Source: an optimization exercise on an open RTL-to-GDS flow (aim: small area and few clock cycles). Production flows keep margins and buffers that such runs may drop. Function was checked by simulation only, so behaviour that the tests miss may differ from the original. Power and IR drop assume default switching activity.

### flow/config.mk
export PLATFORM = sky130hd
export DESIGN_NAME = rde
export DESIGN_NICKNAME = rde
export VERILOG_FILES = /design/flow/design.v
export SDC_FILE = /design/flow/constraint.sdc
export NUM_CORES = 4
export LEC_CHECK = 0
export ABC_AREA = 1
export ABC_CLOCK_PERIOD_IN_PS = 12000
export CAP_MARGIN = 20
export CORE_MARGIN = 2
export CORE_UTILIZATION = 40
export SLEW_MARGIN = 20
### flow/constraint.sdc
create_clock -name core_clock -period 12.0 [get_ports {clk}]
set_input_delay 2.4000 -clock core_clock [delete_from_list [all_inputs] [get_ports {clk}]]
set_output_delay 2.4000 -clock core_clock [all_outputs]
set_load 0.01 [all_outputs]
### flow/design.v
module rde_fec (
    input  wire [2:0] sym,       
    input  wire [5:0] cw,        
    output wire [5:0] enc,       
    output wire [2:0] syn,       
    output reg  [1:0] cor_kind,  
    output reg  [5:0] cor_cw,    
    output reg  [2:0] cor_pos,   
    output wire [2:0] dec        
);
    assign enc[5] = sym[2] ^ sym[0];
    assign enc[4] = sym[2] ^ sym[1];
    assign enc[3] = sym[1] ^ sym[0];
    assign enc[2] = sym[2];
    assign enc[1] = sym[1];
    assign enc[0] = sym[0];
    assign syn[2] = cw[5] ^ cw[2] ^ cw[0];
    assign syn[1] = cw[4] ^ cw[2] ^ cw[1];
    assign syn[0] = cw[3] ^ cw[1] ^ cw[0];
    assign dec = cw[2:0];
    always @(*) begin
        cor_kind = 2'd1;
        cor_pos  = 3'd0;
        cor_cw   = cw;
        case (syn)
            3'b000: cor_kind = 2'd0;
            3'b100: cor_pos = 3'd5;
            3'b010: cor_pos = 3'd4;
            3'b001: cor_pos = 3'd3;
            3'b110: cor_pos = 3'd2;
            3'b011: cor_pos = 3'd1;
            3'b101: cor_pos = 3'd0;
            default: cor_kind = 2'd2;
        endcase
        if (cor_kind == 2'd1)
            cor_cw = cw ^ (6'd1 << cor_pos);
        else if (cor_kind == 2'd2)
            cor_cw = 6'd0;
    end
endmodule
module rde_frmclass (
    input  wire [15:0] len,
    output wire        is_data,
    output wire        is_ack,
    output wire [15:0] data_frames,
    output wire [15:0] ack_frames
);
    wire [5:0] se = {2'b0, len[3:0]}  + {2'b0, len[11:8]};
    wire [5:0] so = {2'b0, len[7:4]}  + {2'b0, len[15:12]};
    wire       div17 = (se == so) || (se == so + 6'd17) || (so == se + 6'd17);
    wire [4:0] q1 = {1'b0, len[7:4]}  - {1'b0, len[3:0]};
    wire [3:0] q2 = len[11:8] - q1[3:0] - {3'd0, q1[4]};
    assign is_data     = (len != 16'd0) && div17;
    assign is_ack      = (len != 16'd0) && !len[0];
    assign data_frames = {4'd0, q2, q1[3:0], len[3:0]};
    assign ack_frames  = {1'b0, len[15:1]};
endmodule
module rde (
    input  wire        clk,
    input  wire        rst,
    input  wire        cmd_valid,
    output wire        cmd_ready,
    input  wire [31:0] cmd_data,
    output wire        rsp_valid,
    input  wire        rsp_ready,
    output wire [31:0] rsp_data,
    output wire        ev_valid,
    input  wire        ev_ready,
    output wire [1:0]  ev_kind,
    output wire [7:0]  ev_seq,
    output wire [15:0] ev_unit,
    output wire        ev_drop,
    input  wire        loss_valid,
    output wire        loss_ready,
    input  wire [15:0] loss_u
);
    localparam [3:0] ST_OK        = 4'h0;
    localparam [3:0] ST_CORRECTED = 4'h1;
    localparam [3:0] ST_UNCORR    = 4'h2;
    localparam [3:0] ST_QFULL     = 4'h3;
    localparam [3:0] ST_QEMPTY    = 4'h4;
    localparam [3:0] ST_BUSY      = 4'h5;
    localparam [3:0] ST_CTRL_IGN  = 4'h6;
    localparam [3:0] ST_IDLE_IGN  = 4'h7;
    localparam [3:0] ST_ACK_DROP  = 4'h8;
    localparam [3:0] ST_ACK_BADMK = 4'h9;
    localparam [3:0] ST_ACK_NOMAT = 4'hA;
    localparam [3:0] ST_ACK_DUP   = 4'hB;
    localparam [3:0] ST_RX_OOO    = 4'hC;
    localparam [3:0] ST_AMBIG     = 4'hD;
    localparam [3:0] ST_CLS_NONE  = 4'hE;
    localparam [3:0] ST_ILLEGAL   = 4'hF;
    localparam [1:0] EV_DATA   = 2'd0;
    localparam [1:0] EV_ACK    = 2'd1;
    localparam [1:0] EV_ACCEPT = 2'd2;
    localparam [2:0] P_IDLE  = 3'd0;
    localparam [2:0] P_RUN   = 3'd1;    
    localparam [2:0] P_ACKD  = 3'd2;    
    localparam [2:0] P_SLIDE = 3'd3;    
    localparam [2:0] P_RESP  = 3'd4;
    localparam [2:0] M_END  = 3'd0;     
    localparam [2:0] M_FILL = 3'd1;     
    localparam [2:0] M_RETX = 3'd2;     
    localparam [2:0] M_NEW1 = 3'd3;     
    localparam [2:0] M_ACKS = 3'd4;     
    localparam [2:0] M_ACK1 = 3'd5;     
    reg        fsm;
    reg [4:0]  sc;           
    reg [4:0]  rxe;          
    reg [2:0]  at;           
    reg        tt;           
    reg [4:0]  err;
    reg [127:0] tring;       
    reg [3:0]  tc;
    reg [3:0]  tf, tr;
    reg [4:0]  tsz;
    reg [15:0] ack;
    reg [7:0]  rslot [0:7];
    reg [2:0]  rf, rr;
    reg [3:0]  rsz;
    reg [2:0]  ph;
    reg        evv;          
    reg        evd;          
    reg [1:0]  ek;           
    reg [3:0]  st;
    reg        arq;
    reg [18:0] dat;          
    wire [4:0] u = dat[9:5];     
    wire [4:0] p = dat[14:10];   
    wire       txf = dat[15];    
    wire       j0  = dat[15];    
    wire [2:0] md  = dat[18:16];
    wire [3:0] t_slot  = (cmd_data[25:24] == 2'd0) ? tr + 4'd1 :
                         cmd_data[24] ? tr : tf;
    wire       t_wait  = cmd_valid && (cmd_data[31:26] == 6'b001000) &&
                         (cmd_data[25:24] != 2'd1) && !cmd_data[16] && !fsm &&
                         (t_slot != tc);
    assign cmd_ready  = (ph == P_IDLE) && !t_wait;
    assign ev_valid   = evv;
    assign ev_kind    = ek;
    assign ev_drop    = evd;
    assign ev_unit    = {11'd0, (ek == EV_DATA) ? u : 5'd0};
    wire [2:0] rq_idx = ((ph == P_IDLE) && cmd_data[24]) ? rr : rf;
    wire [7:0] rsel_v = rslot[rq_idx];
    wire [4:0] u_inc  = u + 5'd1;
    assign ev_seq     = (ek == EV_ACK) ? rsel_v :
                        {3'd0, (ek == EV_DATA) ? u_inc : rxe};
    wire [7:0]  opc  = cmd_data[31:24];
    wire [7:0]  sel  = cmd_data[23:16];
    wire [15:0] opd  = cmd_data[15:0];
    wire        qsel = sel[0];
    reg legal;
    always @(*) begin
        case (opc)
            8'h00: legal = (sel == 8'd0) && (opd == 16'd0);
            8'h10: legal = (sel == 8'd0) && (opd[15:3] == 13'd0);
            8'h11, 8'h12, 8'h13:
                   legal = (sel == 8'd0) && (opd[15:6] == 10'd0);
            8'h20: legal = (sel[7:1] == 7'd0) && (opd[15:8] == 8'd0);
            8'h21, 8'h22, 8'h23, 8'h24, 8'h25:
                   legal = (sel[7:1] == 7'd0) && (opd == 16'd0);
            8'h30, 8'h40, 8'h42:
                   legal = (sel == 8'd0);
            8'h41: legal = (sel == 8'd0) && (opd[15:8] == 8'd0);
            8'h43, 8'h44, 8'h45:
                   legal = (sel == 8'd0) && (opd == 16'd0);
            8'h50: legal = (sel <= 8'h11) && (opd == 16'd0);
            8'h51: legal = (sel == 8'd0) && (opd[15:5] == 11'd0);
            default: legal = 1'b0;
        endcase
    end
    wire [5:0] fec_enc;
    wire [2:0] fec_syn;
    wire [1:0] fec_kind;
    wire [5:0] fec_cw;
    wire [2:0] fec_pos;
    wire [2:0] fec_dec;
    rde_fec u_fec (
        .sym(opd[2:0]), .cw(opd[5:0]),
        .enc(fec_enc), .syn(fec_syn),
        .cor_kind(fec_kind), .cor_cw(fec_cw), .cor_pos(fec_pos),
        .dec(fec_dec)
    );
    wire        cls_data, cls_ack;
    wire [15:0] cls_dn, cls_an;
    rde_frmclass u_cls (
        .len(opd), .is_data(cls_data), .is_ack(cls_ack),
        .data_frames(cls_dn), .ack_frames(cls_an)
    );
    wire [3:0] tf_inc = tf + 4'd1;
    wire [3:0] tr_inc = tr + 4'd1;
    wire [2:0] rf_inc = rf + 3'd1;
    wire [2:0] rr_inc = rr + 3'd1;
    wire [4:0] rxe_inc = (rxe == 5'd24) ? 5'd1 : rxe + 5'd1;
    wire txq_full  = tsz[4];
    wire txq_empty = (tsz == 5'd0);
    wire rxq_full  = rsz[3];
    wire rxq_empty = (rsz == 4'd0);
    wire [4:0] fu       = sc - tsz;            
    wire       can_send = !tsz[4] && (sc != 5'd24);
    wire [7:0] ack_seq = opd[15:8];
    wire [4:0] ack_t   = ack_seq[4:0] - 5'd1;
    wire       qf_found = (ack_seq[7:5] == 3'd0) && (ack_seq[4:0] != 5'd0) &&
                          (ack_t >= fu) && (ack_t < sc);
    wire [7:0] tsel_v = tring[7:0];
    wire [7:0] txq_v  = !fsm ? tsel_v : opc[0] ? {3'd0, sc} : {3'd0, fu + 5'd1};
    wire       ack_fires = !txq_empty && (at == 3'd5);
    wire [4:0] next_seq = (sc == 5'd24) ? 5'd1 : sc + 5'd1;
    reg [18:0] regval;
    always @(*) begin
        case (sel[4:0])
            5'h00: regval = {15'd0, 2'b11, (sc == 5'd24), fsm};
            5'h01: regval = {14'd0, err};
            5'h02: regval = {14'd0, next_seq};
            5'h03: regval = {14'd0, sc};
            5'h04: regval = {14'd0, rxe};
            5'h05: regval = {16'd0, at};
            5'h06: regval = {18'd0, tt};
            5'h07: regval = {14'd0, tsz};
            5'h08: regval = {15'd0, tf};
            5'h09: regval = {15'd0, tr};
            5'h0A: regval = {3'd0, ack};
            5'h0B: regval = {15'd0, rsz};
            5'h0C: regval = {16'd0, rf};
            5'h0D: regval = {16'd0, rr};
            5'h0E: regval = 19'h11810;
            5'h0F: regval = 19'd8;
            5'h10: regval = 19'd24;
            5'h11: regval = 19'd16;
            default: regval = 19'd0;
        endcase
    end
    wire [4:0] p1      = p + 5'd1;
    wire       ack_rd  = ack[p[3:0]];
    wire       ack_rd1 = ack[(ph == P_RUN) ? p1[3:0] : tf_inc];
    wire c0        = (md == M_RETX) && (p != sc);
    wire c1        = (p1 != sc);
    wire retx_at0  = c0 && !ack_rd;
    wire retx_at1  = c0 && ack_rd && c1 && !ack_rd1;
    wire retx_skip = c0 && ack_rd && c1 && ack_rd1;
    wire want_retx = retx_at0 || retx_at1;
    wire retx_cand = want_retx || retx_skip;
    wire want_new  = can_send && ((md == M_FILL) || (md == M_NEW1) ||
                                  ((md == M_RETX) && !retx_cand && txf));
    wire want_ack  = (md == M_ACK1) ||
                     ((md == M_ACKS) && (rsz > {3'd0, evv}));
    wire want_draw = want_retx || want_new || want_ack;
    wire ev_fire   = evv && ev_ready;
    wire e_free    = !evv || ev_ready;
    wire run_draw  = (ph == P_RUN) && want_draw && e_free;
    assign loss_ready = run_draw || (ph == P_ACKD);
    wire d_fire    = loss_ready && loss_valid;
    wire drop      = (loss_u[15:13] == 3'd0);    
    wire ackd      = (ph == P_ACKD);
    wire slide     = (ph == P_SLIDE);
    wire ack_dup   = (st == ST_OK) && !j0 && ack_rd;
    wire ack_acc   = (st == ST_OK) && !ack_dup && !drop;
    wire pop_now   = slide || (ackd && loss_valid && ack_acc && j0);
    wire pop_more  = pop_now && (tsz != 5'd1) && ack_rd1;
    wire fin_now   = pop_now && (tsz == 5'd1) && (sc == 5'd24);
    wire early_rsp = (ackd && loss_valid && !pop_more) || (slide && !pop_more);
    assign rsp_valid = (ph == P_RESP) || early_rsp;
    wire [3:0] st_o  = !ackd ? st : drop ? ST_ACK_DROP : ack_dup ? ST_ACK_DUP : st;
    wire [4:0] tsz_o = pop_now ? tsz - 5'd1 : tsz;
    wire       fsm_o = fsm && !fin_now;
    assign rsp_data  = {(st_o == ST_ILLEGAL) ? 8'hFF : {4'd0, st_o},
                        arq ? {7'd0, fsm_o, 3'd0, tsz_o, 3'd0, dat[4:0]} : {5'd0, dat}};
    reg t_wr;
    always @(*) begin
        t_wr = 1'b0;
        if ((ph == P_IDLE) && cmd_valid && !t_wait && legal && (opc == 8'h20) && !qsel && !fsm && !txq_full)
            t_wr = 1'b1;
    end
    always @(posedge clk) begin
        tring <= {t_wr ? opd[7:0] : tring[7:0], tring[127:8]};
        if (rst) tc <= 4'd0;
        else     tc <= tc + 4'd1;
    end
    always @(posedge clk) begin
        if (rst) begin
            ph   <= P_IDLE;
            fsm  <= 1'b0;
            sc   <= 5'd0;
            rxe  <= 5'd1;
            at   <= 3'd0;
            tt   <= 1'b0;
            err  <= 5'd0;
            tf   <= 4'd0;
            tr   <= 4'd15;
            tsz  <= 5'd0;
            ack  <= 16'd0;
            rf   <= 3'd0;
            rr   <= 3'd7;
            rsz  <= 4'd0;
            evv  <= 1'b0;
        end else begin
            case (ph)
            P_IDLE: if (cmd_valid && !t_wait) begin
                st  <= ST_OK;
                dat <= 19'd0;
                arq <= 1'b0;
                ph  <= P_RESP;
                if (!legal) begin
                    err[4] <= 1'b1;
                    st     <= ST_ILLEGAL;
                end else begin
                    case (opc)
                    8'h10: dat <= {13'd0, fec_enc};
                    8'h11: dat <= {16'd0, fec_syn};
                    8'h12: begin
                        dat <= {(fec_kind == 2'd1) ? fec_pos : 3'd0,
                                5'd0, fec_syn, 2'd0, fec_cw};
                        if (fec_kind == 2'd1) st <= ST_CORRECTED;
                        if (fec_kind == 2'd2) begin
                            st     <= ST_UNCORR;
                            err[0] <= 1'b1;
                        end
                    end
                    8'h13: dat <= {16'd0, fec_dec};
                    8'h20: begin
                        if (fsm) st <= ST_BUSY;
                        else if (!qsel) begin
                            if (txq_full) begin
                                st     <= ST_QFULL;
                                dat    <= 19'd16;
                                err[1] <= 1'b1;
                            end else begin
                                tr  <= tr_inc;
                                tsz <= tsz + 5'd1;
                                dat <= {14'd0, tsz + 5'd1};
                            end
                        end else begin
                            if (rxq_full) begin
                                st     <= ST_QFULL;
                                dat    <= 19'd8;
                                err[1] <= 1'b1;
                            end else begin
                                rr  <= rr_inc;
                                rslot[rr_inc] <= opd[7:0];
                                rsz <= rsz + 4'd1;
                                dat <= {15'd0, rsz + 4'd1};
                            end
                        end
                    end
                    8'h21: begin
                        if (fsm) st <= ST_BUSY;
                        else if (!qsel) begin
                            if (txq_empty) begin
                                st     <= ST_QEMPTY;
                                err[2] <= 1'b1;
                            end else begin
                                tf  <= tf_inc;
                                tsz <= tsz - 5'd1;
                                dat <= {14'd0, tsz - 5'd1};
                            end
                        end else begin
                            if (rxq_empty) begin
                                st     <= ST_QEMPTY;
                                err[2] <= 1'b1;
                            end else begin
                                rf  <= rf_inc;
                                rsz <= rsz - 4'd1;
                                dat <= {15'd0, rsz - 4'd1};
                            end
                        end
                    end
                    8'h22, 8'h23: begin
                        if (!qsel ? txq_empty : rxq_empty) begin
                            st     <= ST_QEMPTY;
                            err[2] <= 1'b1;
                        end else
                            dat <= {11'd0, qsel ? rsel_v : txq_v};
                    end
                    8'h24: begin
                        if (fsm) st <= ST_BUSY;
                        else if (!qsel) begin
                            tf  <= 4'd0;
                            tr  <= 4'd15;
                            tsz <= 5'd0;
                        end else begin
                            rf  <= 3'd0;
                            rr  <= 3'd7;
                            rsz <= 4'd0;
                        end
                    end
                    8'h25: dat <= qsel ? {15'd0, rsz} : {14'd0, tsz};
                    8'h30: begin
                        if (cls_data && cls_ack) begin
                            st     <= ST_AMBIG;
                            err[3] <= 1'b1;
                        end else if (cls_data)
                            dat <= {1'b0, 2'b01, cls_dn};
                        else if (cls_ack)
                            dat <= {1'b0, 2'b10, cls_an};
                        else
                            st <= ST_CLS_NONE;
                    end
                    8'h40: begin
                        arq <= 1'b1;
                        if (opd == 16'h0247) begin
                            tf  <= 4'd0;
                            tr  <= 4'd15;
                            tsz <= 5'd0;
                            ack <= 16'd0;
                            rf  <= 3'd0;
                            rr  <= 3'd7;
                            rsz <= 4'd0;
                            at  <= 3'd0;
                            tt  <= 1'b0;
                            sc  <= 5'd0;
                            rxe <= 5'd1;
                            fsm <= 1'b1;
                            dat[18:16]  <= M_FILL;
                            ph  <= P_RUN;
                        end else
                            st <= ST_CTRL_IGN;
                    end
                    8'h41: begin
                        arq <= 1'b1;
                        if (opd[7:0] != {3'd0, rxe})
                            st <= ST_RX_OOO;
                        else begin
                            evv <= 1'b1;
                            ek  <= EV_ACCEPT;
                            evd <= 1'b0;
                            if (rxq_full) begin
                                st     <= ST_QFULL;
                                err[1] <= 1'b1;
                            end else begin
                                rr  <= rr_inc;
                                rslot[rr_inc] <= opd[7:0];
                                rsz <= rsz + 4'd1;
                            end
                            dat[18:16] <= (rsz >= 4'd7) ? M_ACK1 : M_END;
                            ph <= P_RUN;
                        end
                    end
                    8'h42: begin
                        arq <= 1'b1;
                        if (!fsm)
                            st <= ST_IDLE_IGN;
                        else begin
                            if (opd[7:0] != 8'h06)  st <= ST_ACK_BADMK;
                            else if (!qf_found)     st <= ST_ACK_NOMAT;
                            dat[14:10]  <= ack_t;
                            dat[15] <= (ack_t == fu);
                            ph <= P_ACKD;
                        end
                    end
                    8'h43: begin
                        arq <= 1'b1;
                        if (!fsm)
                            st <= ST_IDLE_IGN;
                        else begin
                            if (ack_fires)       at <= 3'd0;
                            else if (!txq_empty) at <= at + 3'd1;
                            tt  <= !tt;
                            dat[15] <= tt;
                            dat[14:10]   <= fu;
                            dat[18:16]  <= ack_fires ? M_RETX : M_NEW1;
                            if (ack_fires || (tt && can_send))
                                ph <= P_RUN;
                        end
                    end
                    8'h44: begin
                        arq <= 1'b1;
                        dat[18:16]  <= M_ACKS;
                        if (!rxq_empty) ph <= P_RUN;
                    end
                    8'h45: begin
                        arq <= 1'b1;
                        tf  <= 4'd0;
                        tr  <= 4'd15;
                        tsz <= 5'd0;
                        ack <= 16'd0;
                        rf  <= 3'd0;
                        rr  <= 3'd7;
                        rsz <= 4'd0;
                        at  <= 3'd0;
                        tt  <= 1'b0;
                        sc  <= 5'd0;
                        rxe <= 5'd1;
                        fsm <= 1'b0;
                    end
                    8'h50: dat <= regval;
                    8'h51: begin
                        err <= err & ~opd[4:0];
                        dat <= {14'd0, err & ~opd[4:0]};
                    end
                    default: ;
                    endcase
                end
            end
            P_RUN: begin
                if (ev_fire) begin
                    dat[4:0] <= dat[4:0] + 5'd1;
                    if (ek == EV_ACK) begin
                        rf  <= rf_inc;
                        rsz <= rsz - 4'd1;
                    end
                    if (ek == EV_ACCEPT)
                        rxe <= rxe_inc;
                end
                if (retx_skip)
                    dat[14:10] <= p1 + 5'd1;
                if (d_fire) begin
                    evv <= 1'b1;
                    evd <= drop;
                    if (want_ack) begin
                        ek <= EV_ACK;
                        if (md == M_ACK1) dat[18:16] <= M_END;
                    end else if (want_retx) begin
                        ek <= EV_DATA;
                        dat[9:5]  <= retx_at0 ? p : p1;
                        dat[14:10]  <= retx_at0 ? p1 : p1 + 5'd1;
                    end else begin
                        ek  <= EV_DATA;
                        dat[9:5]   <= sc;
                        sc  <= sc + 5'd1;
                        tr  <= tr_inc;
                        tsz <= tsz + 5'd1;
                        if (md != M_FILL) dat[18:16] <= M_END;
                    end
                end else if (ev_fire)
                    evv <= 1'b0;
                if (!want_draw && !retx_skip && (!evv || ev_ready))
                    ph <= P_RESP;
            end
            P_ACKD: if (loss_valid) begin
                st <= st_o;
                if (ack_acc) begin
                    at <= 3'd0;
                    if (!j0) ack[p[3:0]] <= 1'b1;
                end
            end
            P_SLIDE: ack[tf] <= 1'b0;
            P_RESP: if (rsp_ready) ph <= P_IDLE;
            default: ph <= P_IDLE;
            endcase
            if (pop_now) begin
                tf  <= tf_inc;
                tsz <= tsz - 5'd1;
                if (fin_now) begin
                    fsm <= 1'b0;
                    tt  <= 1'b0;
                end
            end
            if ((ackd && loss_valid) || slide)
                ph <= !early_rsp ? P_SLIDE : rsp_ready ? P_IDLE : P_RESP;
        end
    end
endmodule
### flow/flow/run.sh
#!/bin/bash
# Standard ORFS layout with two changes: port buffers use the smallest buffer
# cell, and CTS inserts no dummy loads.
set -euo pipefail
bash standard.sh \
  BUFFER_PORTS_ARGS="-buffer_cell sky130_fd_sc_hd__buf_1" \
  CTS_ARGS="-sink_clustering_enable -repair_clock_nets -dont_use_dummy_load -sink_clustering_size 24 -sink_clustering_max_diameter 70" \
  finish > standard.log 2>&1
### flow/standard.sh
#!/bin/bash
# synth_recipe.tcl (not shown) runs the flow's synth.tcl, then flattens the netlist and writes it again
# the make line also repeats each setting of config.mk as NAME=value (left out here)
make -C /OpenROAD-flow-scripts/flow DESIGN_CONFIG=/design/flow/config.mk WORK_HOME=/design/flow/orfs CLKGATE_MAP_FILE= SYNTH_SCRIPT=/design/flow/synth_recipe.tcl "${@:-finish}"
==> results.py, run 1 <==
metrics = {
    "run_status": {
        "status": "timing/DRC/antenna clean",
    },
    "clock_tree": {
        "insertion_delay_ns": 0.59,
        "cts_tree": "done",
        "post_cts_resized": 0,
        "clk_pin_slew_ns": 0.08,
        "cts_setup_buffers": 0,
        "htree_levels": 1,
        "cts_inserted_buffers": 26,
        "cts.sinks": 286,
        "holdBufCountCts": 0,
        "root_buffer": "clkbuf_16",
        "clockBufferDepth": 3,
    },
    "min_path": {
        "hold_path.class": "flop to flop",
        "hp-start": "tring[47]",
        "min_to": "tring[39]",
        "min_path_cells": 0,
    },
    "sta": {
        "fmax_mhz": 131,
        "fin_skew_ns": 0.0873,
        "finalHoldViolations": 0,
        "min_period_ns": 7.61,
        "finalSetupViolations": 0,
        "final-max-slew-violation-count": 0,
        "rsz0062_at_grt": "no",
        "min_period_over_period": 0.634,
        "worst_slew_margin_rel": 0.179,
        "tns_ns": 0,
        "holdWs_ns": 0.304,
        "setup_ws_ns": 4.39,
        "worst_slew_pin_slew_ns": 1.22,
    },
    "synth": {
        "synth_cells": 2259,
        "synth_area_leaders": "dfxtp_1, edfxtp_1, nand2_1",
        "synth-main-ff-cell": "dfxtp_1",
        "synth-edff-count": 91,
        "syn-mean-instance-area_sq_um": 7.48,
        "yosysTopAreaCellShare": 0.231,
        "ys_seq_area_frac": 0.393,
        "synth_cell_types": 71,
        "netlist_area_sq_mm": 0.0169,
        "async_reset_ff_frac": 0,
        "synth_seq_cells": 286,
        "ys_warn_count": 2,
        "yosys.area.top_type": "dfxtp_1",
    },
    "detailed_routing": {
        "route.detailed.drc": 0,
        "avgViaCountPerCell": 5.73,
        "first_pass_iters": 7,
        "via_count": 16300,
        "routed_wl_microns": 65600,
        "drt-initial-drc-count": 1828,
        "wire_per_inst_microns": 23.0,
        "ant_nets": 0,
    },
    "job": {
        "max-cap-violations": 0,
    },
    "setup_path": {
        "crit_arrival_ns": 5.21,
        "start_kind": "input pin",
        "reg2regPathDepth": 18,
        "reg2reg_to": "dat[18]",
        "endpoint_kind": "output port",
        "cp_max_fo": 33,
        "r2r_slack_ns": 7.28,
        "setup.worst_path.class": "input pin to output port",
        "reg2reg_from": "dat[10]",
        "cp.required_ns": 9.60,
    },
    "finish": {
        "fin_nets": 2446,
        "postLayoutCoreUtil": 0.436,
        "syn_to_final_growth_pct": 8.01,
        "drive_above_1_share": 0.0558,
        "diodes": 0,
    },
    "global_routing": {
        "grt_max_degree": 37,
        "grt_pass1_vias": 15100,
        "grtUsageTotal": 0.293,
        "grt_pass1_wl_microns": 95700,
        "grt_overflow": 0,
        "antenna_found_initial": 2,
    },
    "floorplan": {
        "ios": 117,
        "dieArea_sq_mm": 0.0439,
        "start_util": 0.404,
        "die_w_microns": 210,
        "num_rows": 75,
        "die_y_microns": 210,
        "core-area_sq_mm": 0.0419,
    },
    "power_and_ir_drop": {
        "power_switching_share": 0.297,
        "power_frac_comb": 0.177,
        "switching_power_uw": 633,
        "peakVddDrop_mv": 0.112,
        "clkPwrFrac": 0.340,
        "seqPwrFrac": 0.483,
        "power_density_mw_per_mm2": 116,
        "power.leakage_nw": 7.42,
        "internal-power_mw": 1.49,
    },
    "placed_design": {
        "dp_hpwl_microns": 50800,
        "dpl_worst_slack_ns": 4.33,
        "globalplace.congestion": 1.04,
        "io_buffers": 87,
    },
}
worst max-delay path by stage:
stage | from | endpoint | slack (ns) | depth (start not counted)
3_5_place_dp | cmd_data[5] | st[0] | 4.33 | 20
6_report | cmd_data[24] | ev_seq[3] | 4.39 | 12
2_1_floorplan | cmd_data[24] | ev_seq[4] | 5.49 | 11
4_1_cts | cmd_data[24] | ev_seq[4] | 4.40 | 10
5_1_grt | cmd_data[24] | ev_seq[4] | 4.16 | 10
3_3_place_gp | cmd_data[5] | st[0] | 4.31 | 20
layout make-up:
| cell class | instances | area (sq um) |
|---|---|---|
| clock buffers | 26 | 651 |
| fillers | 4294 | 23600 |
| inverters | 274 | 1040 |
| multi-input cells | 1624 | 8810 |
| flip-flops and latches | 286 | 6640 |
| well taps | 539 | 674 |
| repair buffers | 103 | 448 |
synth_stat cells, drive strengths merged (4+ instances only):
| cell | n |
|---|---|
| a211oi | 8 |
| a21oi | 113 |
| a221oi | 14 |
| a31oi | 12 |
| buf | 43 |
| clkbuf | 47 |
| clkinv | 6 |
| dfxtp | 195 |
| edfxtp | 91 |
| fa | 6 |
| ha | 71 |
| inv | 268 |
| nand2 | 472 |
| nand3 | 152 |
| nand4 | 28 |
| nor2 | 281 |
| nor3 | 62 |
| nor4 | 17 |
| o2111ai | 7 |
| o211ai | 30 |
| o21ai | 176 |
| o221ai | 22 |
| o22ai | 24 |
| o311ai | 5 |
| o31ai | 4 |
| or2 | 7 |
| xnor2 | 31 |
| xor2 | 42 |
flip-flops by register name, indices dropped and copies added, names as in the netlist, 4 cells and up:
| register | count |
|---|---|
| tring | 128 |
| rxe | 5 |
| tsz | 5 |
| ack | 16 |
| err | 5 |
| tc | 4 |
| st | 4 |
| tf | 4 |
| rsz | 4 |
| sc | 5 |
| rslot | 64 |
| tr | 4 |
| dat | 19 |
critical path, cell delays in order:
cell and delay, ns:
buf_1 0.07, buf_4 0.30, nand2_1 0.20, nand2_1 0.09, nand2_1 0.06, buf_4 0.23
inv_1 0.72, o21ai_0 0.21, o221ai_1 0.23, o21ai_0 0.25, o21ai_0 0.23, buf_1 0.18
placed cells by master, fill, tap and decap left out, drive strengths merged, types with 7 or more instances in the layout:
master   Yosys  layout
a211oi       8       8
a21oi      113     113
a221oi      14      14
a31oi       12      12
buf         43     102
clkbuf      47      27
conb         1      16
dfxtp      195     195
edfxtp      91      91
ha          71      71
inv        268     268
nand2      472     472
nand3      152     152
nand4       28      28
nor2       281     281
nor3        62      62
nor4        17      17
o2111ai      7       7
o211ai      30      30
o21ai      176     176
o221ai      22      22
o22ai       24      24
or2          7       7
xnor2       31      31
xor2        42      42
per-stage QoR:
stage	power [mW]	std cells	instance area, sq um
finish	2.13	2852	18300
global route	2.21	2852	18300
CTS	2.13	2852	18300
detailed placement	1.41	2826	17600
global placement	1.41	2826	17600
floorplan	1.30	2274	17000
logic make-up (layout without fill, tap and decap cells):
group	Yosys count	after routing	share of synthesized area
AND/OR/NAND/NOR	1025	1025	0.267
AO/OA/AOI/OAI	433	433	0.153
adder cells (fa/ha/maj)	77	77	0.0597
XOR/XNOR	73	73	0.0383
other	1	16	0.000222
buffers and inverters	364	403	0.0898
flip-flops	286	286	0.393
power by group through the flow:
| stage | sequential (mW) | clock [mW] | combinational, mW |
|---|---|---|---|
| after floorplan | 1.04 | 0 | 0.261 |
| after global placement | 1.05 | 0 | 0.363 |
| after detailed placement | 1.05 | 0 | 0.367 |
| after CTS | 1.03 | 0.739 | 0.369 |
| after global routing | 1.03 | 0.771 | 0.413 |
| final | 1.03 | 0.723 | 0.377 |
layer usage:
metal	vias to the layer above	track usage	wire length, microns
met5	-	0	8
met4	2	0.0959	2260
met3	114	0.0775	6740
met2	792	0.440	27500
met1	7770	0.411	29000
li1	7663	-	-
Testbench counts, summed over its fixed seeds: cycles 33,293.
==> inputs of run 2 (changes only) <==
--- a/flow/config.mk
+++ b/flow/config.mk
@@ -9,5 +9,5 @@
 export ABC_CLOCK_PERIOD_IN_PS = 12000
 export CAP_MARGIN = 20
 export CORE_MARGIN = 2
-export CORE_UTILIZATION = 40
+export CORE_UTILIZATION = 65
 export SLEW_MARGIN = 20
==> run 2 against run 1 <==
Effect of this change: total power down 5.7%; setup slack lost 0.093 ns; critical path type unchanged; highest routed layer is now met4; first-iteration DRC count grew 58%; routed wire length shrank 3.2%; synthesized cell count unchanged; synthesized area is the same; global-route usage is 16 points higher; final area shrank 2.5%; via count grew 6.2%; utilization increased by 25 points.
==> results.py, run 2 <==
metrics = {
    "synth": {
        "async_reset_ff_frac": 0,
        "synth_cells": 2259,
        "synth-edff-count": 91,
        "netlist_area_sq_mm": 0.0169,
        "synthTopCellsByCount": "nand2_1, nor2_1, inv_1",
        "yosysTopAreaCellShare": 0.231,
        "synth_area_leaders": "dfxtp_1, edfxtp_1, nand2_1",
        "synth_cell_types": 71,
        "ys_seq_area_frac": 0.393,
        "synth-main-ff-cell": "dfxtp_1",
        "syn-mean-instance-area_sq_um": 7.48,
        "ys_warn_count": 2,
        "synth_seq_cells": 286,
        "synth.most_common_cell": "nand2_1",
        "yosys.area.top_type": "dfxtp_1",
    },
    "setup_path": {
        "critPathMaxStageDelay_ns": 0.68,
        "reg2reg_from": "dat[10]",
        "start_kind": "input pin",
        "worst-path-buf-inv": 5,
        "setup.worst_path.class": "input pin to output port",
        "startpoint": "cmd_data[24]",
        "reg2regPathDepth": 19,
        "cp_max_fo": 33,
        "path_delay_family": "buffers and inverters",
        "path_cells": "buf_1, buf_4, nand2_1, nand2_1, nand2_1, buf_4, inv_1, o21ai_0, o221ai_1, o21ai_0, o21ai_0, buf_1",
        "cp_slowest_cell": "inv_1",
        "r2r_slack_ns": 7.21,
        "cp.required_ns": 9.60,
        "reg2reg_to": "dat[10]",
        "endpoint_kind": "output port",
        "crit_arrival_ns": 5.30,
    },
    "sta": {
        "finalHoldViolations": 0,
        "worst_slew_margin_rel": 0.242,
        "min_period_ns": 7.70,
        "rsz0062_at_grt": "no",
        "worst_slew_pin_slew_ns": 1.14,
        "fmax_mhz": 130,
        "min_period_over_period": 0.642,
        "finalSetupViolations": 0,
        "holdWs_ns": 0.298,
        "setup_ws_ns": 4.30,
        "final-max-slew-violation-count": 0,
        "tns_ns": 0,
        "fin_skew_ns": 0.0830,
    },
    "detailed_routing": {
        "avgViaCountPerCell": 6.57,
        "first_pass_iters": 7,
        "drt-initial-drc-count": 2892,
        "routed_wl_microns": 63500,
        "route.detailed.drc": 0,
        "ant_nets": 0,
        "wire_per_inst_microns": 24.0,
        "via_count": 17400,
    },
    "power_and_ir_drop": {
        "power.leakage_nw": 7.31,
        "power_switching_share": 0.303,
        "power_frac_comb": 0.190,
        "internal-power_mw": 1.40,
        "switching_power_uw": 608,
        "clkPwrFrac": 0.298,
        "seqPwrFrac": 0.512,
        "power_density_mw_per_mm2": 113,
        "peakVddDrop_mv": 0.136,
    },
    "finish": {
        "largest_reg_flops": 128,
        "drive_above_1_share": 0.0513,
        "syn_to_final_growth_pct": 5.33,
        "reg.largest.list": "tring: 128 flops, rslot: 64 flops, dat: 19 flops",
        "final_common_cell": "nand2_1",
        "fin_nets": 2435,
        "fillers": 2099,
        "layout.cells.most_common_list": "nand2_1, nor2_1, inv_1",
        "top_register": "tring",
        "postLayoutCoreUtil": 0.691,
    },
    "clock_tree": {
        "root_buffer": "clkbuf_16",
        "clockBufferDepth": 3,
        "post_cts_resized": 0,
        "holdBufCountCts": 0,
        "htree_levels": 1,
        "cts_tree": "done",
        "cts_inserted_buffers": 19,
        "cts.sinks": 286,
        "clk_pin_slew_ns": 0.09,
        "insertion_delay_ns": 0.55,
        "cts_setup_buffers": 0,
    },
    "global_routing": {
        "grtUsageTotal": 0.458,
        "antenna_found_initial": 2,
        "grt_max_degree": 37,
        "grt_overflow": 0,
        "grt_pass1_wl_microns": 93200,
        "grt_pass1_vias": 15800,
    },
    "min_path": {
        "hp-start": "tring[83]",
        "hold_path.class": "flop to flop",
        "min_to": "tring[75]",
        "min_path_cells": 0,
    },
    "floorplan": {
        "dieArea_sq_mm": 0.0273,
        "num_rows": 59,
        "start_util": 0.656,
        "ios": 117,
        "die_w_microns": 165,
        "core-area_sq_mm": 0.0258,
        "die_y_microns": 165,
    },
    "job": {
        "max-cap-violations": 0,
    },
    "run_status": {
        "status": "timing/DRC/antenna clean",
    },
    "placed_design": {
        "io_buffers": 87,
        "globalplace.congestion": 1.07,
        "dpl_worst_slack_ns": 4.47,
        "dp_hpwl_microns": 48100,
    },
}
## run 2: cell types whose count changed in the layout (fill, tap and decap cells not counted), sizes merged
cell	delta
diode	+3
clkbuf	-7
buf	-4
## run 2: stage by stage
stage / cell area (sq um) / power (mW) / std cells
after floorplan: 17000 / 1.30 / 2274
after global placement: 17300 / 1.39 / 2618
after detailed placement: 17300 / 1.41 / 2618
after CTS: 17800 / 1.98 / 2637
after global routing: 17800 / 2.07 / 2637
final: 17800 / 2.01 / 2640
## run 2: cell families after synthesis
kind of cell | Yosys count | synth area share
other cells | 1 | 0.000222
compound gates | 433 | 0.153
buf+inv | 364 | 0.0898
fa+ha+maj | 77 | 0.0597
flops | 286 | 0.393
simple gates | 1025 | 0.267
xor+xnor | 73 | 0.0383
## run 2: power by group through the flow
stage               logic [mW]  registers, mW  clock network (mW)
floorplan                0.261           1.04                   0
global placement         0.347           1.05                   0
detailed placement       0.361           1.05                   0
CTS                      0.364           1.03               0.593
global route             0.412           1.03               0.629
finish                   0.381           1.03               0.597
## run 2: area by class of cell
class	count	area, sq um	share of cell area
well taps	335	419	0.0235
multi-input cells	1624	8810	0.495
flip-flops and latches	286	6640	0.373
diodes	3	7.51	0.000422
inverters	274	1040	0.0583
repair buffers	99	418	0.0235
clock buffers	19	475	0.0267
## run 2: layer usage
| metal | part of all wire | track usage |
|---|---|---|
| met3 | 0.14 | 0.111 |
| met5 | 0 | 0 |
| met4 | 0.065 | 0.259 |
| met1 | 0.36 | 0.597 |
| met2 | 0.43 | 0.699 |
## run 2: worst max path at each step
| stage | to | cells after the start |
|---|---|---|
| finish | ev_seq[4] | 12 |
| global route | ev_seq[4] | 12 |
| CTS | ev_seq[4] | 12 |
| detailed placement | ev_seq[4] | 12 |
| global placement | ev_seq[4] | 10 |
| floorplan | ev_seq[4] | 11 |
## run 2: worst reg2reg max path, cell delays in order, from the launching register on
cell and delay, ns:
edfxtp_1 0.79, inv_1 0.47, ha_1 0.57, inv_1 0.15, o21ai_1 0.36, nand3_1 0.13, nand3_1 0.08, nand3_1 0.19
nand3_2 0.26, nand2_1 0.08, nand2_1 0.07, nand2_1 0.06, nand2_2 0.09, nand2_1 0.06, nand2_2 0.10, nand2_1 0.21
nand2_1 0.17, nand2_1 0.10, nor2_2 0.40, o21a_1 0.19
==> inputs of run 3 (changes only) <==
==> flow/run.sh (new file) <==
#!/bin/bash
# synth_recipe.tcl (not shown) runs the flow's synth.tcl, then flattens the netlist and writes it again
# the make line also repeats each setting of config.mk as NAME=value (left out here)
make -C /OpenROAD-flow-scripts/flow DESIGN_CONFIG=/design/flow/config.mk WORK_HOME=/design/flow/orfs CLKGATE_MAP_FILE= SYNTH_SCRIPT=/design/flow/synth_recipe.tcl finish
--- a/flow/config.mk
+++ b/flow/config.mk
@@ -9,5 +9,5 @@
 export ABC_CLOCK_PERIOD_IN_PS = 12000
 export CAP_MARGIN = 20
 export CORE_MARGIN = 2
-export CORE_UTILIZATION = 65
+export CORE_UTILIZATION = 40
 export SLEW_MARGIN = 20
removed: flow/flow/run.sh
removed: flow/standard.sh
==> run 3 against run 2 <==
Effect of this change: still clean on timing, DRC and antenna; synthesized area did not move; final area up 8.2%; utilization fell by 23 points; sequential power is essentially flat; register-to-register slack improved by 0.11 ns; clock power up 74%; final cell count is 9.3% higher; synthesized cell count unchanged; first-iteration DRC count fell by 40%; die area is 61% higher; fmax fell by 6.8%; count of clock-buffer cells in the layout is 33 higher; critical endpoint is now ev_seq[1].
==> results.py, run 3 <==
metrics = {
    "synth": {
        "synth_area_leaders": "dfxtp_1, edfxtp_1, nand2_1",
        "ys_seq_area_frac": 0.393,
        "synth-main-ff-cell": "dfxtp_1",
        "ys_warn_count": 2,
        "synthXorXnorAreaFrac": 0.0383,
        "synthSimpleGateAreaFrac": 0.267,
        "syn-mean-instance-area_sq_um": 7.48,
        "synthAdderAreaFrac": 0.0597,
        "synthTopCellsByCount": "nand2_1, nor2_1, inv_1",
        "netlist_area_sq_mm": 0.0169,
        "async_reset_ff_frac": 0,
        "synth_seq_cells": 286,
        "yosys.area.top_type": "dfxtp_1",
        "yosysTopAreaCellShare": 0.231,
        "synth_mux_area_frac": 0,
        "synth_cell_types": 71,
        "synth.most_common_cell": "nand2_1",
        "synth_top_family_by_area": "simple AND/OR/NAND/NOR gates",
        "synth_compound_area_frac": 0.153,
        "synth_cells": 2259,
        "synth-edff-count": 91,
    },
    "finish": {
        "largest_reg_flops": 128,
        "diodes": 0,
        "fin_nets": 2453,
        "reg.largest.list": "tring: 128 flops, rslot: 64 flops, dat: 19 flops",
        "drive_above_1_share": 0.0643,
        "fin_cells": 2886,
        "syn_to_final_growth_pct": 14.0,
        "final_common_cell": "nand2_1",
        "top_register": "tring",
        "fin_area_sq_mm": 0.0193,
        "layout.cells.most_common_list": "nand2_1, nor2_1, inv_1",
    },
    "sta": {
        "rsz0062_at_grt": "no",
        "worst_slew_margin_rel": 0.367,
        "tns_ns": 0,
        "final-max-slew-violation-count": 0,
        "fmax_mhz": 121,
        "fin_skew_ns": 0.0353,
        "finalSetupViolations": 0,
        "min_period_ns": 8.26,
        "worst_slew_pin_slew_ns": 0.946,
        "finalHoldViolations": 0,
        "min_period_over_period": 0.689,
    },
    "min_path": {
        "hold_path.class": "flop to flop",
    },
    "clock_tree": {
        "holdBufCountCts": 0,
        "cts.sinks": 286,
        "htree_levels": 2,
        "insertion_delay_ns": 0.56,
        "cts_setup_buffers": 0,
        "clockBufferDepth": 3,
        "cts_tree": "done",
        "clk_pin_slew_ns": 0.05,
        "cts_inserted_buffers": 34,
        "post_cts_resized": 0,
        "root_buffer": "clkbuf_16",
    },
    "floorplan": {
        "num_rows": 75,
        "dieArea_sq_mm": 0.0439,
        "start_util": 0.404,
        "ios": 117,
        "die_y_microns": 210,
        "die_w_microns": 210,
        "core-area_sq_mm": 0.0419,
    },
    "setup_path": {
        "cp_max_fo": 33,
        "path_cells": "clkdlybuf4s50_1, buf_4, nand2_1, nand2_1, nand2_1, buf_4, inv_1, o21ai_0, o221ai_1, nand2_1, o211ai_1, clkdlybuf4s50_1",
        "crit_top_cell": "nand2_1",
        "start_kind": "input pin",
        "cp.required_ns": 9.60,
        "crit_arrival_ns": 5.86,
        "setup.worst_path.class": "input pin to output port",
        "cp_slowest_cell": "inv_1",
        "critPathMaxStageDelay_ns": 0.67,
        "endpoint_kind": "output port",
    },
    "detailed_routing": {
        "avgViaCountPerCell": 5.68,
        "routed_wl_microns": 66700,
        "route.detailed.drc": 0,
        "drt-initial-drc-count": 1744,
        "first_pass_iters": 6,
        "via_count": 16400,
        "wire_per_inst_microns": 23.1,
        "ant_nets": 0,
    },
    "placed_design": {
        "io_buffers": 87,
        "postPlaceCellArea_sq_mm": 0.0181,
        "dp_hpwl_microns": 51500,
        "globalplace.congestion": 1.03,
        "dp.cells": 2824,
    },
    "global_routing": {
        "grt_max_degree": 37,
        "grt_pass1_vias": 15600,
        "grt_pass1_wl_microns": 98700,
        "grt_overflow": 0,
        "grtUsageTotal": 0.303,
        "antenna_found_initial": 2,
    },
    "job": {
        "max-cap-violations": 0,
    },
    "power_and_ir_drop": {
        "power_density_mw_per_mm2": 128,
        "power.leakage_nw": 7.87,
        "peakVddDrop_mv": 0.228,
        "power_mw": 2.46,
    },
    "run_status": {
        "status": "timing/DRC/antenna clean",
    },
}
run 3: cell counts after synthesis:
Identical to the previous run, type by type.
run 3: path summary, 6_finish.rpt:
path / start / endpoint / slack, ns / cells past startpoint
setup reg to reg: dat[10] / dat[10] / 7.32 / 19
setup / recovery: cmd_data[24] / ev_seq[1] / 3.74 / 12
hold reg to reg: tring[41] / tring[33] / 0.30 / 0
hold / removal: tring[41] / tring[33] / 0.30 / 0
run 3: cell type report:
| cell class | instances | area (sq um) |
|---|---|---|
| well taps | 539 | 674 |
| repair buffers | 102 | 981 |
| fillers | 4269 | 22600 |
| clock inverters | 9 | 119 |
| multi-input cells | 1624 | 8820 |
| inverters | 274 | 1040 |
| clock buffers | 52 | 1000 |
| flip-flops and latches | 286 | 6640 |
run 3: routing by layer:
layer	track usage	up-vias	wire [microns]
li1	-	7698	-
met1	0.410	7781	29000
met2	0.459	778	28200
met3	0.0854	142	6910
met4	0.116	4	2550
met5	0	-	28
run 3: stage by stage:
stage	worst slack, ns	hold slack, ns	util
floorplan	5.49	0.310	-
global placement	3.81	0.310	0.433
detailed placement	3.74	0.312	0.434
CTS	3.74	0.313	0.460
global route	3.39	0.318	0.460
finish	3.74	0.303	0.460
run 3: logic make-up (layout without fill, tap and decap cells):
group / after synthesis / after routing
fa+ha+maj: 77 / 77
xor+xnor: 73 / 73
flops: 286 / 286
buf+inv: 364 / 437
simple gates: 1025 / 1025
compound gates: 433 / 433
other cells: 1 / 16
run 3: worst max-delay path, delay by kind of cell:
| kind | cells | cell delay (ns) |
|---|---|---|
| compound gates | 3 | 0.69 |
| buf+inv | 5 | 2.20 |
| simple gates | 4 | 0.53 |
run 3: where the power goes:
group          switching (mW)  total, mW  internal (mW)
registers              0.0194       1.03           1.01
clock network           0.419       1.04          0.623
logic                   0.267      0.391          0.124
total                   0.705       2.46           1.75
==> inputs of run 4 (changes only) <==
==> flow/flow/run.sh (new file) <==
#!/bin/bash
# Layout flow: the standard ORFS flow (standard.sh) with three changes.
#  1. Synthesis is the standard flow's (synth_recipe.tcl sourcing ORFS's synth.tcl), except
#     that ABC maps the combinational logic with the area-oriented script
#     flow/abc_area.script.  Registers are mapped before ABC, as in the
#     standard synthesis, so they come out the same.
#  2. Port buffers use the smallest buffer cell.
#  3. CTS inserts no dummy loads and uses sink clusters of up to 24.
# Each tool's output is in standard.log and ORFS's logs under orfs/logs.
set -euo pipefail
here=$(pwd)
abc=$here/flow/abc_area.script

sed "s|^  log_cmd abc {\*}\$abc_args\$|  set abc_args [lreplace \$abc_args 1 1 $abc]\n  log_cmd abc {*}\$abc_args|" \
  "$FLOW_HOME/scripts/synth.tcl" > "$here/synth_body.tcl"
grep -q "lreplace \$abc_args 1 1 $abc" "$here/synth_body.tcl"
sed "s|^source \$::env(SCRIPTS_DIR)/synth.tcl\$|source $here/synth_body.tcl|" \
  synth_recipe.tcl > "$here/my_synth.tcl"
grep -q "source $here/synth_body.tcl" "$here/my_synth.tcl"

bash standard.sh \
  SYNTH_SCRIPT="$here/my_synth.tcl" \
  BUFFER_PORTS_ARGS="-buffer_cell sky130_fd_sc_hd__buf_1" \
  CTS_ARGS="-sink_clustering_enable -repair_clock_nets -dont_use_dummy_load -sink_clustering_size 24 -sink_clustering_max_diameter 70" \
  finish > standard.log 2>&1
==> flow/flow/abc_area.script (new file) <==
strash
&get -n
&fraig -x
&put
scorr
dc2
strash
&get -n
&st
&syn2
&dch -f
&nf -R 1000 -p -C 32 -F 8
&put
buffer -c
upsize -c
dnsize -c
==> flow/standard.sh (new file) <==
#!/bin/bash
# synth_recipe.tcl (not shown) runs the flow's synth.tcl, then flattens the netlist and writes it again
# the make line also repeats each setting of config.mk as NAME=value (left out here)
make -C /OpenROAD-flow-scripts/flow DESIGN_CONFIG=/design/flow/config.mk WORK_HOME=/design/flow/orfs CLKGATE_MAP_FILE= SYNTH_SCRIPT=/design/flow/synth_recipe.tcl "${@:-finish}"
--- a/flow/config.mk
+++ b/flow/config.mk
@@ -9,5 +9,5 @@
 export ABC_CLOCK_PERIOD_IN_PS = 12000
 export CAP_MARGIN = 20
 export CORE_MARGIN = 2
-export CORE_UTILIZATION = 40
+export CORE_UTILIZATION = 65
 export SLEW_MARGIN = 20
removed: flow/run.sh
==> run 4 against run 3 <==
Effect of this change: die area is 42% lower; sequential cell count did not move; register-to-register slack got worse by 0.72 ns; final area down 14%; sequential share of layout area is 5.5 points higher; non-clock buffer count grew 13; utilization is 24 points higher; global-route usage rose by 13 points; synthesized cell count fell by 26%.
==> results.py, run 4 <==
metrics = {
    "run_status": {
        "status": "timing/DRC/antenna clean",
    },
    "synth": {
        "synth-main-ff-cell": "dfxtp_1",
        "yosys.area.top_type": "dfxtp_1",
        "syn-mean-instance-area_sq_um": 9.30,
        "ys_seq_area_frac": 0.425,
        "synth_cell_types": 87,
        "synthTopCellsByCount": "dfxtp_1, nor2_1, nand2_1",
        "synth_cells": 1678,
        "synth.most_common_cell": "dfxtp_1",
        "ys_warn_count": 2,
        "netlist_area_sq_mm": 0.0156,
        "synth-edff-count": 91,
        "synth_seq_cells": 286,
        "async_reset_ff_frac": 0,
        "synth_area_leaders": "dfxtp_1, edfxtp_1, ha_1",
        "yosysTopAreaCellShare": 0.250,
    },
    "floorplan": {
        "num_rows": 56,
        "die_w_microns": 159,
        "die_y_microns": 159,
        "dieArea_sq_mm": 0.0253,
        "start_util": 0.663,
        "ios": 117,
        "core-area_sq_mm": 0.0235,
    },
    "global_routing": {
        "antenna_found_initial": 1,
        "grt_pass1_wl_microns": 83100,
        "grt_max_degree": 66,
        "grt_overflow": 0,
        "grtUsageTotal": 0.430,
        "grt_pass1_vias": 13500,
    },
    "clock_tree": {
        "cts_tree": "done",
        "holdBufCountCts": 0,
        "post_cts_resized": 0,
        "cts_inserted_buffers": 20,
        "root_buffer": "clkbuf_16",
        "cts_setup_buffers": 0,
        "clk_pin_slew_ns": 0.08,
        "insertion_delay_ns": 0.54,
        "htree_levels": 1,
        "clockBufferDepth": 3,
        "cts.sinks": 286,
    },
    "setup_path": {
        "reg2reg_from": "ph[0]",
        "cp_max_fo": 22,
        "setup.worst_path.class": "input pin to output port",
        "r2r_slack_ns": 6.60,
        "reg2reg_to": "tr[3]",
        "cp.required_ns": 9.60,
        "endpoint_kind": "output port",
        "crit_arrival_ns": 5.26,
        "reg2regPathDepth": 19,
        "start_kind": "input pin",
    },
    "placed_design": {
        "postPlaceCellArea_sq_mm": 0.0161,
        "dp_hpwl_microns": 41300,
        "io_buffers": 87,
        "globalplace.congestion": 1.10,
    },
    "sta": {
        "finalHoldViolations": 0,
        "fmax_mhz": 130,
        "min_period_over_period": 0.639,
        "worst_slew_pin_slew_ns": 1.38,
        "final-max-slew-violation-count": 0,
        "rsz0062_at_grt": "no",
        "fin_skew_ns": 0.0623,
        "tns_ns": 0,
        "finalSetupViolations": 0,
        "min_period_ns": 7.66,
        "worst_slew_margin_rel": 0.0570,
    },
    "finish": {
        "fin_area_sq_mm": 0.0166,
        "multi_input_area_sq_mm": 0.00833,
        "layout.cells.most_common_list": "dfxtp_1, nor2_1, nand2_1",
        "fillers": 1795,
        "seqCellArea_sq_mm": 0.00664,
        "syn_to_final_growth_pct": 6.42,
        "fin_nets": 1854,
        "drive_above_1_share": 0.0645,
        "postLayoutCoreUtil": 0.705,
        "top_register": "tring",
        "diodes": 0,
        "largest_reg_flops": 128,
        "final_common_cell": "dfxtp_1",
        "reg.largest.list": "tring: 128 flops, rslot: 64 flops, dat: 19 flops",
    },
    "detailed_routing": {
        "routed_wl_microns": 55700,
        "wire_per_inst_microns": 27.3,
        "route.detailed.drc": 0,
        "drt-initial-drc-count": 2237,
        "avgViaCountPerCell": 7.09,
        "via_count": 14500,
        "ant_nets": 0,
        "first_pass_iters": 7,
    },
    "min_path": {
        "min_path_cells": 0,
        "hold_path.class": "flop to flop",
        "hp-start": "tring[82]",
        "min_to": "tring[74]",
    },
    "power_and_ir_drop": {
        "peakVddDrop_mv": 0.140,
        "power.leakage_nw": 5.95,
        "power_density_mw_per_mm2": 115,
    },
    "job": {
        "max-cap-violations": 0,
    },
}
run 4: changes by cell type after synthesis, sizes merged, moves of 25 or more:
cell / change
o21ai: -89
mux2i: +29
inv: -215
nand3: -111
xnor2: +25
nor2: -96
nand2: -332
nor2b: +28
run 4: cell type report:
cell class,count,share of cell area
clock buffer,20,0.0301
tap,319,0.0240
timing repair buffer,115,0.0323
inverter,55,0.0124
multi-input combinational,1245,0.501
sequential,286,0.400
run 4: logic make-up after synthesis:
group | count (synthesis) | synth area share
simple gates | 580 | 0.179
compound gates | 418 | 0.173
flops | 286 | 0.425
buf+inv | 162 | 0.0455
xor+xnor | 92 | 0.0521
fa+ha+maj | 77 | 0.0646
mux | 62 | 0.0602
other cells | 1 | 0.000240
run 4: metal layers:
layer  vias up  track usage  part of all wire
met5         -            0           0.00029
met1      6740        0.563              0.36
met2      1255        0.645              0.42
met4         2        0.247             0.076
li1       6155            -                 -
met3       312        0.121              0.14
run 4: where the power goes:
group          switching [mW]  internal (mW)
Combinational           0.186          0.100
Clock                   0.310          0.295
Sequential             0.0195           1.00
run 4: critical path: stages:
cell	delay, ns
buf_1	0.08
buf_4	0.33
nand2_1	0.21
mux2i_2	0.20
buf_4	0.37
mux4_2	0.65
mux2i_1	0.60
o221ai_1	0.25
buf_1	0.17
run 4: worst max path at each step:
stage	start	end	slack, ns
after floorplan	cmd_data[24]	ev_seq[3]	4.85
after global placement	cmd_data[4]	dat[5]	4.34
after detailed placement	cmd_data[4]	dat[0]	4.27
after CTS	cmd_data[24]	ev_seq[2]	4.52
after global routing	cmd_data[24]	ev_seq[2]	4.30
final	cmd_data[24]	ev_seq[2]	4.34
run 4: metrics by stage:
| stage | hold WS, ns | cells | setup WS (ns) | power, mW |
|---|---|---|---|---|
| after floorplan | 0.310 | 1693 | 4.85 | 1.23 |
| after global placement | 0.310 | 2019 | 4.34 | 1.31 |
| after detailed placement | 0.312 | 2020 | 4.27 | 1.32 |
| after CTS | 0.312 | 2040 | 4.52 | 1.90 |
| after global routing | 0.311 | 2040 | 4.30 | 1.97 |
| final | 0.310 | 2040 | 4.34 | 1.92 |
==> inputs of run 5 (changes only) <==
==> flow/flow/abc_area.script (replaced) <==
strash
&get -n
&fraig -x
&put
scorr
dc2
strash
&get -n
&st
&syn2
&dch -f
&nf -R 1000 -p -C 32 -F 8
&put
==> run 5 against run 4 <==
Effect of this change: utilization grew 1.8 points; synthesized area shrank 2.6%; first-iteration DRC count grew 5.1%; non-clock buffer count grew 2; final cell count shrank 0.20%; global-route usage grew 3.7 points; setup slack lost 0.95 ns; critical endpoint is now dat[4]; largest power group unchanged.
==> results.py, run 5 <==
metrics = {
    "synth": {
        "yosysTopAreaCellShare": 0.257,
        "synthAdderAreaFrac": 0.0664,
        "async_reset_ff_frac": 0,
        "synth_seq_cells": 286,
        "synth_cells": 1595,
        "ys_warn_count": 2,
        "synth-main-ff-cell": "dfxtp_1",
        "synthSimpleGateAreaFrac": 0.182,
        "synthTopCellsByCount": "dfxtp_1, nor2_1, nand2_1",
        "synth_top_family_by_area": "simple AND/OR/NAND/NOR gates",
        "synth_compound_area_frac": 0.175,
        "netlist_area_sq_mm": 0.0152,
        "synth_mux_area_frac": 0.0614,
        "synth_cell_types": 65,
        "synth_area_leaders": "dfxtp_1, edfxtp_1, ha_1",
        "syn-mean-instance-area_sq_um": 9.52,
        "ys_seq_area_frac": 0.437,
        "synthXorXnorAreaFrac": 0.0530,
        "synth-edff-count": 91,
        "synth.most_common_cell": "dfxtp_1",
        "yosys.area.top_type": "dfxtp_1",
    },
    "power_and_ir_drop": {
        "power_switching_share": 0.279,
        "switching_power_uw": 530,
        "power.leakage_nw": 5.76,
        "internal-power_mw": 1.37,
        "clkPwrFrac": 0.307,
        "peakVddDrop_mv": 0.162,
        "seqPwrFrac": 0.538,
        "power_density_mw_per_mm2": 115,
        "power_frac_comb": 0.155,
    },
    "clock_tree": {
        "cts_setup_buffers": 0,
        "holdBufCountCts": 0,
        "htree_levels": 1,
        "cts.sinks": 286,
        "clk_pin_slew_ns": 0.11,
        "cts_tree": "done",
        "insertion_delay_ns": 0.53,
        "cts_inserted_buffers": 18,
        "clockBufferDepth": 3,
        "root_buffer": "clkbuf_16",
        "post_cts_resized": 0,
    },
    "sta": {
        "worst_slew_margin_rel": 0.230,
        "min_period_over_period": 0.718,
        "fin_skew_ns": 0.0641,
        "final-max-slew-violation-count": 0,
        "setup_ws_ns": 3.38,
        "rsz0062_at_grt": "no",
        "finalHoldViolations": 0,
        "worst_slew_pin_slew_ns": 1.12,
        "fmax_mhz": 116,
        "min_period_ns": 8.62,
        "tns_ns": 0,
        "finalSetupViolations": 0,
    },
    "setup_path": {
        "r2r_slack_ns": 5.17,
        "start_kind": "input pin",
        "cp.required_ns": 12.22,
        "reg2reg_from": "dat[10]",
        "reg2regPathDepth": 20,
        "reg2reg_to": "tr[3]",
        "cp_max_fo": 17,
        "crit_arrival_ns": 8.84,
        "endpoint_kind": "flop",
        "setup.worst_path.class": "input pin to flop",
    },
    "global_routing": {
        "grt_overflow": 0,
        "grtUsageTotal": 0.467,
        "antenna_found_initial": 4,
        "grt_pass1_vias": 13800,
        "grt_pass1_wl_microns": 84900,
        "grt_max_degree": 66,
    },
    "placed_design": {
        "globalplace.congestion": 1.13,
        "io_buffers": 87,
        "postPlaceCellArea_sq_mm": 0.0160,
        "dp.cells": 2016,
        "dpl_worst_slack_ns": 3.34,
        "dp_hpwl_microns": 42500,
    },
    "detailed_routing": {
        "ant_nets": 0,
        "wire_per_inst_microns": 28.2,
        "first_pass_iters": 12,
        "drt-initial-drc-count": 2350,
        "avgViaCountPerCell": 7.17,
        "via_count": 14600,
        "routed_wl_microns": 57400,
        "route.detailed.drc": 0,
    },
    "min_path": {
        "hp-start": "tring[87]",
        "hold_path.class": "flop to flop",
        "min_path_cells": 0,
        "min_to": "tring[79]",
    },
    "floorplan": {
        "num_rows": 55,
        "die_y_microns": 157,
        "start_util": 0.667,
        "dieArea_sq_mm": 0.0246,
        "ios": 117,
        "die_w_microns": 157,
        "core-area_sq_mm": 0.0228,
    },
    "finish": {
        "reg.largest.list": "tring: 128 flops, rslot: 64 flops, dat: 19 flops",
        "largest_reg_flops": 128,
        "fin_nets": 1854,
        "fin_cells": 2036,
        "layout.cells.most_common_list": "dfxtp_1, nor2_1, nand2_1",
        "top_register": "tring",
        "syn_to_final_growth_pct": 8.51,
        "final_common_cell": "dfxtp_1",
        "drive_above_1_share": 0.0447,
        "fin_area_sq_mm": 0.0165,
    },
    "job": {
        "max-cap-violations": 0,
    },
    "run_status": {
        "status": "timing/DRC/antenna clean",
    },
}
-- run 5: critical path: stages --
cell and delay, ns:
buf_1 0.74, clkinv_1 0.42, fa_1 0.78, clkinv_1 0.15, ha_1 0.33, xor2_1 0.18, a2111oi_0 0.44, o211ai_1 0.24
o22ai_1 0.22, nand2_1 0.07, o221ai_1 0.14, o21ai_0 0.44, clkinv_1 0.32, ha_1 0.28, nor4_1 0.08, buf_4 0.22
a21oi_1 0.12, a21oi_1 0.08, nor4_1 0.94, o22ai_1 0.25
-- run 5: per-layer routing --
layer,routed length (microns),track usage,share of wire
met2,24300,0.690,0.42
met4,4280,0.287,0.075
met1,20600,0.584,0.36
met5,20,0,0.00035
met3,8150,0.169,0.14
-- run 5: worst max path at each step --
stage | depth (start not counted) | to | start | slack, ns
final | 20 | dat[4] | cmd_data[5] | 3.38
after global routing | 20 | dat[4] | cmd_data[5] | 3.25
after CTS | 20 | dat[4] | cmd_data[5] | 3.71
after detailed placement | 20 | dat[4] | cmd_data[5] | 3.34
after global placement | 19 | dat[2] | cmd_data[5] | 3.76
after floorplan | 12 | loss_ready | ph[0] | 4.04
-- run 5: cells by family (layout without fill, tap and decap cells) --
| group | Yosys count | in the layout |
|---|---|---|
| DFF | 286 | 286 |
| and+or+nand+nor | 580 | 580 |
| xor gates and xnor gates | 92 | 92 |
| AOI/OAI and AO/OA | 418 | 418 |
| buffers and inverters | 79 | 190 |
| other | 1 | 18 |
| muxes | 62 | 62 |
| adders and majority gates | 77 | 77 |
-- run 5: stage by stage --
stage / power (mW) / utilization / hold WS (ns)
global placement: 1.31 / 0.703 / 0.312
floorplan: 1.22 / - / 0.310
global route: 1.94 / 0.723 / 0.303
CTS: 1.88 / 0.723 / 0.305
finish: 1.90 / 0.724 / 0.293
detailed placement: 1.32 / 0.703 / 0.312
-- run 5: area by class of cell --
type | count | area (sq um)
diodes | 2 | 5.00
clock buffers | 18 | 450
fillers | 1644 | 6300
inverters | 55 | 206
multi-input cells | 1245 | 8240
flip-flops and latches | 286 | 6640
well taps | 313 | 392
repair buffers | 117 | 553
-- run 5: power groups by stage --
| stage | combinational (mW) | sequential (mW) | clock [mW] |
|---|---|---|---|
| 6_report | 0.294 | 1.02 | 0.583 |
| 5_1_grt | 0.311 | 1.02 | 0.608 |
| 2_1_floorplan | 0.182 | 1.04 | 0 |
| 3_3_place_gp | 0.262 | 1.04 | 0 |
| 4_1_cts | 0.281 | 1.02 | 0.577 |
| 3_5_place_dp | 0.277 | 1.04 | 0 |
==> inputs of run 6 (changes only) <==
--- a/flow/flow/run.sh
+++ b/flow/flow/run.sh
@@ -1,9 +1,10 @@
 #!/bin/bash
 # Layout flow: the standard ORFS flow (standard.sh) with three changes.
 #  1. Synthesis is the standard flow's (synth_recipe.tcl sourcing ORFS's synth.tcl), except
-#     that ABC maps the combinational logic with the area-oriented script
-#     flow/abc_area.script.  Registers are mapped before ABC, as in the
-#     standard synthesis, so they come out the same.
+#     that adders are left to ABC (no ADDER_MAP_FILE) and ABC maps the
+#     combinational logic with the area-oriented script flow/abc_area.script.
+#     Registers are mapped before ABC, as in the standard synthesis, so they
+#     come out the same.
 #  2. Port buffers use the smallest buffer cell.
 #  3. CTS inserts no dummy loads and uses sink clusters of up to 24.
 # Each tool's output is in standard.log and ORFS's logs under orfs/logs.
@@ -20,6 +21,7 @@
 
 bash standard.sh \
   SYNTH_SCRIPT="$here/my_synth.tcl" \
+  ADDER_MAP_FILE= \
   BUFFER_PORTS_ARGS="-buffer_cell sky130_fd_sc_hd__buf_1" \
   CTS_ARGS="-sink_clustering_enable -repair_clock_nets -dont_use_dummy_load -sink_clustering_size 24 -sink_clustering_max_diameter 70" \
   finish > standard.log 2>&1
==> flow/flow/abc_area.script (replaced) <==
strash
&get -n
&fraig -x
&put
scorr
dc2
strash
&get -n
&st
&syn2
&dch -f
&nf -R 1000 -p -C 32 -F 8
&st
&syn2
&dch -f
&nf -R 1000 -p -C 32 -F 8
&put
==> run 6 against run 5 <==
Effect of this change: non-clock buffer count down 5; via count shrank 4.6%; count of clock-buffer cells in the layout did not move; sequential cell count unchanged; critical path depth fell by 4; final area down 5.6%; die area decreased by 5.5%; routed wire length is 11% lower; synthesized area decreased by 5.7%; synthesized cell count shrank 2.8%; first-iteration DRC count shrank 8.2%.
==> results.py, run 6 <==
metrics = {
    "sta": {
        "min_period_ns": 7.31,
        "finalSetupViolations": 0,
        "finalHoldViolations": 0,
        "tns_ns": 0,
        "min_period_over_period": 0.609,
        "rsz0062_at_grt": "no",
        "holdWs_ns": 0.280,
    },
    "clock_tree": {
        "cts_inserted_buffers": 18,
        "htree_levels": 1,
        "cts.sinks": 286,
        "insertion_delay_ns": 0.54,
        "holdBufCountCts": 0,
        "cts_tree": "done",
    },
    "setup_path": {
        "cp_slowest_cell": "a2111oi_0",
        "reg2regPathDepth": 22,
        "endpoint": "rslot[7][7]",
        "critPathMaxStageDelay_ns": 0.98,
        "path_cells": "buf_1, nor3b_1, nor2b_1, nor4bb_1, a211oi_1, nor2_1, o41ai_1, nand4_1, a31oi_1, buf_4, nor2_1, buf_4, clkinv_1, a2111oi_0, nand2_1, nor2_1",
        "endpoint_kind": "flop",
        "reg2reg_from": "dat[10]",
        "crit_top_cell": "nor2_1",
        "cp.required_ns": 12.12,
    },
    "detailed_routing": {
        "avgViaCountPerCell": 7.14,
        "routed_wl_microns": 50800,
        "ant_nets": 0,
        "dr.max_layer_used": "met5",
        "wire_per_inst_microns": 26.0,
        "via_count": 13900,
        "drt-initial-drc-count": 2158,
    },
    "finish": {
        "layout.cells.most_common_list": "dfxtp_1, nor2_1, nand2_1",
        "syn_to_final_growth_pct": 8.59,
        "final_common_cell": "dfxtp_1",
        "drive_above_1_share": 0.0425,
    },
    "synth": {
        "yosysTopAreaCellShare": 0.272,
        "ys_warn_count": 2,
        "synthTopCellsByCount": "dfxtp_1, nor2_1, nand2_1",
        "synth-edff-count": 91,
        "synth_cell_types": 68,
        "synth_area_leaders": "dfxtp_1, edfxtp_1, nor2_1",
        "synth-main-ff-cell": "dfxtp_1",
    },
    "placed_design": {
        "dp_hpwl_microns": 37100,
        "globalplace.congestion": 1.05,
        "io_buffers": 87,
    },
    "power_and_ir_drop": {
        "peakVddDrop_mv": 0.152,
    },
    "run_status": {
        "status": "timing/DRC/antenna clean",
    },
    "global_routing": {
        "grt_overflow": 0,
        "grt_pass1_wl_microns": 75600,
    },
    "floorplan": {
        "ios": 117,
        "die_y_microns": 152,
    },
}
[run 6: worst min path at each step]
stage	startpoint	to	slack [ns]	cells after the start
6_report	tring[12]	tring[4]	0.28	0
5_1_grt	tring[12]	tring[4]	0.28	0
4_1_cts	tring[12]	tring[4]	0.28	0
3_5_place_dp	tring[53]	tring[45]	0.31	0
3_3_place_gp	tring[35]	tring[27]	0.31	0
2_1_floorplan	tring[8]	tring[0]	0.31	0
[run 6: critical path, delay by kind of cell]
kind | cells | cell delay, ns
compound gates | 4 | 1.28
buf+inv | 4 | 0.72
simple gates | 8 | 3.03
[run 6: per-stage QoR]
| stage | worst slack [ns] | power, mW | instance area, sq um | utilization |
|---|---|---|---|---|
| after floorplan | 4.56 | 1.19 | 14400 | - |
| after global placement | 4.28 | 1.28 | 15100 | 0.694 |
| after detailed placement | 4.14 | 1.28 | 15100 | 0.694 |
| after CTS | 4.62 | 1.84 | 15500 | 0.714 |
| after global routing | 4.40 | 1.89 | 15600 | 0.715 |
| final | 4.69 | 1.85 | 15600 | 0.715 |
[run 6: final cells by class]
type | count | area [sq um]
antenna | 1 | 2.50
clock buffer | 18 | 450
fill | 1701 | 6200
inverter | 39 | 146
multi-input combinational | 1216 | 7450
sequential | 286 | 6640
tap | 280 | 350
timing repair buffer | 112 | 515
[run 6: routing by layer]
metal / up-vias / GRT usage
met4: 2 / 0.209
met1: 6411 / 0.581
met3: 252 / 0.101
met2: 1211 / 0.633
li1: 6054 / -
met5: - / 0
[run 6: cells by family after synthesis]
| family | after synthesis | synth area share |
|---|---|---|
| multiplexers | 48 | 0.0517 |
| XOR/XNOR | 83 | 0.0507 |
| other | 1 | 0.000262 |
| buffers and inverters | 63 | 0.0228 |
| flip-flops | 286 | 0.463 |
| adder cells (fa/ha/maj) | 8 | 0.00559 |
| AO/OA/AOI/OAI | 420 | 0.192 |
| AND/OR/NAND/NOR | 641 | 0.214 |
[run 6: power breakdown]
group	internal, mW	switching [mW]
registers	1.00	0.0232
clock network	0.267	0.310
logic	0.0811	0.164

Re-timed with assumed drivers on the ports (clkbuf_16 on the clock, buf_2 on other inputs), run 6 has 4.673 ns of setup slack against 4.689 ns with ideal ports, and 4.166 ns once port delays also move by the mid clock arrival of 0.550 ns.
